This design comes from an exercise in tuning for small area, a short achievable clock period and few clock cycles per item on the open sky130 flow, not from production work. In this exercise RTL edits were held to simulation tests only and were not proved equivalent to the original.

==> flow/design.v <==
module bemu_alu (
    input  wire        clk,
    input  wire        rst,
    input  wire        start,
    input  wire [7:0]  op,
    input  wire [3:0]  size,
    input  wire [63:0] a,
    input  wire [63:0] b,
    input  wire [63:0] rflag,
    output reg         done,
    output reg  [63:0] result,
    output reg         taken,
    output reg         fault
);
    localparam OP_MOV = 8'h04;
    localparam OP_ADD = 8'h07;
    localparam OP_SUB = 8'h08;
    localparam OP_MUL = 8'h09;
    localparam OP_DIV = 8'h0A;
    localparam OP_MOD = 8'h0B;
    localparam OP_INC = 8'h0C;
    localparam OP_DEC = 8'h0D;
    localparam OP_CMP = 8'h0E;
    localparam OP_JE  = 8'h0F;
    localparam OP_JNE = 8'h10;
    localparam OP_JL  = 8'h11;
    localparam OP_JG  = 8'h12;
    localparam OP_JLE = 8'h13;
    localparam OP_JGE = 8'h14;
    reg [63:0] mask;
    always @(*) begin
        case (size)
            4'd1:    mask = 64'h0000_0000_0000_00FF;
            4'd2:    mask = 64'h0000_0000_0000_FFFF;
            4'd4:    mask = 64'h0000_0000_FFFF_FFFF;
            default: mask = 64'hFFFF_FFFF_FFFF_FFFF;
        endcase
    end
    wire [63:0] am = a & mask;
    wire [63:0] bm = b & mask;
    reg [63:0] as, bs;
    always @(*) begin
        case (size)
            4'd1:    begin as = {{56{a[7]}},  a[7:0]};  bs = {{56{b[7]}},  b[7:0]};  end
            4'd2:    begin as = {{48{a[15]}}, a[15:0]}; bs = {{48{b[15]}}, b[15:0]}; end
            4'd4:    begin as = {{32{a[31]}}, a[31:0]}; bs = {{32{b[31]}}, b[31:0]}; end
            default: begin as = a;                      bs = b;                      end
        endcase
    end
    wire flag_zero = (rflag == 64'd0);
    wire flag_neg  = rflag[63];
    reg  cond;
    always @(*) begin
        case (op)
            OP_JE:   cond = flag_zero;
            OP_JNE:  cond = !flag_zero;
            OP_JL:   cond = flag_neg;
            OP_JG:   cond = !flag_neg && !flag_zero;
            OP_JLE:  cond = flag_neg || flag_zero;
            OP_JGE:  cond = !flag_neg;
            default: cond = 1'b0;
        endcase
    end
    reg [63:0] quick;
    always @(*) begin
        case (op)
            OP_MOV:  quick = bm;
            OP_ADD:  quick = (am + bm) & mask;
            OP_SUB:  quick = (am - bm) & mask;
            OP_MUL:  quick = (am * bm) & mask;
            OP_INC:  quick = (am + 64'd1) & mask;
            OP_DEC:  quick = (am - 64'd1) & mask;
            OP_CMP:  quick = as - bs;
            default: quick = 64'd0;
        endcase
    end
    wire is_divmod = (op == OP_DIV) || (op == OP_MOD);
    reg        busy;
    reg        div_is_mod;
    reg [6:0]  count;
    reg [63:0] divisor;
    reg [63:0] quo;
    reg [63:0] rem;
    wire [64:0] rem_shift = {rem, quo[63]};
    wire [64:0] rem_diff  = rem_shift - {1'b0, divisor};
    wire        rem_ge    = !rem_diff[64];
    always @(posedge clk) begin
        if (rst) begin
            busy       <= 1'b0;
            done       <= 1'b0;
            result     <= 64'd0;
            taken      <= 1'b0;
            fault      <= 1'b0;
            div_is_mod <= 1'b0;
            count      <= 7'd0;
            divisor    <= 64'd0;
            quo        <= 64'd0;
            rem        <= 64'd0;
        end else if (busy) begin
            rem   <= rem_ge ? rem_diff[63:0] : rem_shift[63:0];
            quo   <= {quo[62:0], rem_ge};
            count <= count + 7'd1;
            if (count == 7'd63) begin
                busy   <= 1'b0;
                done   <= 1'b1;
                result <= div_is_mod ? (rem_ge ? rem_diff[63:0] : rem_shift[63:0])
                                     : {quo[62:0], rem_ge};
                taken  <= 1'b0;
                fault  <= 1'b0;
            end
        end else begin
            done <= 1'b0;
            if (start) begin
                if (is_divmod && bm != 64'd0) begin
                    busy       <= 1'b1;
                    div_is_mod <= (op == OP_MOD);
                    count      <= 7'd0;
                    divisor    <= bm;
                    quo        <= am;
                    rem        <= 64'd0;
                end else begin
                    done   <= 1'b1;
                    result <= quick;
                    taken  <= cond;
                    fault  <= is_divmod;
                end
            end
        end
    end
endmodule
==> flow/run.sh <==
#!/bin/bash
# synth_recipe.tcl (not shown) runs the flow's synth.tcl, then flattens the netlist and writes it again
# the make line also repeats each setting of config.mk as NAME=value (left out here)
make -C /OpenROAD-flow-scripts/flow DESIGN_CONFIG=/design/flow/config.mk WORK_HOME=/design/flow/orfs CLKGATE_MAP_FILE= SYNTH_SCRIPT=/design/flow/synth_recipe.tcl finish
==> flow/config.mk <==
export PLATFORM = sky130hd
export DESIGN_NAME = bemu_alu
export DESIGN_NICKNAME = bemu_alu
export VERILOG_FILES = /design/flow/design.v
export SDC_FILE = /design/flow/constraint.sdc
export NUM_CORES = 4
export LEC_CHECK = 0
export CAP_MARGIN = 20
export CORE_MARGIN = 2
export CORE_UTILIZATION = 40
export SLEW_MARGIN = 20
==> flow/constraint.sdc <==
create_clock -name core_clock -period 12.0 [get_ports {clk}]
set_input_delay 2.4000 -clock core_clock [delete_from_list [all_inputs] [get_ports {clk}]]
set_output_delay 2.4000 -clock core_clock [all_outputs]
set_load 0.01 [all_outputs]
==> results.json <==
{
  "gp_congestion": 1.03,
  "die_y_um": 482,
  "dp_slack_ps": -1310,
  "worstMarginPinSlew_ps": 1210,
  "fmax_mhz": 84.6,
  "run_status": "complete, no violations",
  "hold_violations": 0,
  "max-cap-violations": 0,
  "setup_viol": 0,
  "fin_crit_ps": 11820,
  "cts_hold_buf": 0,
  "grt_overflow_total": 0,
  "clockRootBuffer": "clkbuf_16",
  "ys_ff_latch": 268,
  "start_util": 0.402,
  "placed_area_um2": 105000,
  "cts.sinks": 268,
  "endpoint_kind": "flop",
  "wl_per_cell_um": 30.0,
  "io-pin-count": 274,
  "clk_path_buf_depth": 3,
  "vias": 87100,
  "drive_gt1_frac": 0.122,
  "drtIter0Drc": 8682,
  "crit_type": "input port to flop",
  "seq_area_frac_synth": 0.0586,
  "syn-cell-area_um2": 91600,
  "gr-usage-all-layers": 0.390,
  "dr.pass1.iters": 6,
  "fillCellCount": 22500,
  "layout_setup_ws_ps": 179,
  "postRouteWirelength_mm": 455,
  "viasPerCell": 5.73,
  "yosys_warnings": 1,
  "htreeDepth": 1,
  "ff2ff_setup_slack_ps": 5600,
  "path_common_cell": "fa_1",
  "synth_top_area_cell": "fa_1",
  "post-route-period-util": 0.985,
  "cpMaxStageDelayCell": "fa_1",
  "io_buffers": 273,
  "yosys.area.top_type_share": 0.401,
  "avgSynthCellArea_um2": 7.97,
  "layout_commonest_cell": "inv_1",
  "cts_tree": "done",
  "rsz0062_at_grt": "yes",
  "critPathRequiredTime_ps": 12460,
  "stdcell_area_um2": 107000,
  "dp_hpwl_mm": 384,
  "num_rows": 175,
  "slew_headroom": 0.190,
  "ys_top_cells_by_area": "fa_1 40%, inv_1 8.7%, nand2_1 7.2%",
  "detail-route-antenna-nets": 0,
  "grt_max_degree": 108,
  "start_kind": "input port",
  "grt_pass1_vias": 90300,
  "dieWidth_um": 482,
  "finish.utilization": 0.470,
  "synth_cell_types": 111,
  "clk_latency_ps": 570,
  "drv_slew": 0,
  "die_area_um2": 233000,
  "numCtsBuffers": 29,
  "slowest_delay_ps": 600,
  "arrival_ps": 12290,
  "grt_pass1_wl_mm": 649,
  "synth_edf_count": 0,
  "clock_skew_ps": 13.3,
  "syn_inst": 11500,
  "async_flop_share": 0,
  "core_area_um2": 227000,
  "antenna_found_initial": 51,
  "mostFrequentLayoutCells": "2099 x inv_1, 1807 x fa_1, 1754 x nand2_1, 976 x buf_4, 913 x nor2_1",
  "area_growth_pct": 16.8,
  "path_max_fanout": 24,
  "synth_nets": 14000,
  "drc": 0,
  "setup_tns_ps": 0,
  "ys.flop_type": "dfxtp_1",
  "num-nets-final": 14700,
  "hp-class": "flop to flop",
  "clk_pin_slew_ps": 60
}
## state kept, by name, summed over array words and instances (netlist names)
signal and cells:
count 7, divisor 64, taken 1, div_is_mod 1, quo 64, busy 1
result 64, rem 64, done 1, fault 1
## what timing repair did
action / 4_1_cts / 5_1_grt
endpoints found under the setup margin: 30 / 31
pin swaps: 44 / 84
cloned: 2 / 3
buffers inserted: 10 / 17
resized for setup: 120 / 121
## path summary, 6_finish.rpt
check	from	end	cells past startpoint
max	size[2]	result[59]$_SDFFE_PP0P_	40
min	divisor[11]$_SDFFE_PP0P_	divisor[11]$_SDFFE_PP0P_	2
max reg2reg	quo[63]$_SDFFE_PP0P_	result[43]$_SDFFE_PP0P_	17
min reg2reg	divisor[11]$_SDFFE_PP0P_	divisor[11]$_SDFFE_PP0P_	2
## per-layer routing
metal,global-route usage,up-vias,part of all wire
met5,0,-,0.00077
met4,0.275,42,0.088
met3,0.0824,1266,0.092
met2,0.608,4504,0.44
met1,0.480,44300,0.38
li1,-,37000,-
## per-stage QoR
stage	instances	hold WS [ps]
after global routing	15200	472
final	15200	456
after CTS	15100	455
after global placement	15100	445
after floorplan	11500	436
after detailed placement	15100	446
## critical path, delay by kind of cell
family / cells / cell delay (ps)
AND/OR/NAND/NOR: 4 / 530
AO/OA/AOI/OAI: 11 / 2090
adder cells (fa/ha/maj): 11 / 5400
XOR/XNOR: 1 / 150
buffers and inverters: 13 / 1670
## final cells by class
cell class | instances | area (um2) | share of cell area
Sequential cell | 268 | 5370 | 0.0502
Clock buffer | 37 | 816 | 0.00763
Multi-Input combinational cell | 8317 | 75900 | 0.710
Tap cell | 3009 | 3760 | 0.0352
Inverter | 2127 | 8010 | 0.0749
Timing Repair Buffer | 1391 | 12700 | 0.119
Clock inverter | 15 | 245 | 0.00229
Antenna cell | 30 | 75.1 | 0.000702
## logic make-up after synthesis
logic type	synth area share
flip-flops	0.0586
AO/OA/AOI/OAI	0.117
XOR/XNOR	0.0352
buffers and inverters	0.121
multiplexers	0.0115
AND/OR/NAND/NOR	0.186
adder cells (fa/ha/maj)	0.471
## synth_stat cells (30+ instances only)
master    number
nor3_1       100
mux2i_1       47
nor2b_1       37
o21ai_0      312
o31ai_1       35
nand2_1     1767
and3_1       352
a21o_1       136
inv_1       2112
or2_2         31
nand2b_1      54
dfxtp_1      268
nand4_1       72
fa_1        1834
nand3_1       70
nor4_1        36
mux2_2        47
o211ai_1      49
xor2_1       103
a21oi_1      598
a31oi_1       55
ha_1         511
o221ai_1      30
o21bai_1      42
a211oi_1      71
o21a_1        52
a22oi_1       69
and2_1       257
buf_1         57
o22ai_1       33
nor2_1       932
xnor2_1      263
clkbuf_1     662
Testbench counts, summed over its fixed seeds: cycles 85,152, ops 12,000.

==> re-timing with driven ports <==
No port has a modelled driver above. Below, the same layout with a new extraction and two added sets of constraints.
Step 1: set_driving_cell puts a clkbuf_16 on clk and a buf_2 on each other input, an assumption about the parent block.
Step 2 also shifts input and output timing later by t, the mid clock arrival at the registers, as if the neighbouring blocks saw the same clock.
Slacks: no drivers / after step 1 / after step 2; pairs: no drivers / after step 1.
t (ns): 0.618
setup slack, ns: 0.179 / 0.209 / -0.409
slew at the worst register clock pin (ns): 0.07 / 0.07
Met with ideal ports but missed after step 2: setup timing in this run. The setup slack of this run moves by +0.030 ns with the drivers and by -0.588 ns with both steps.
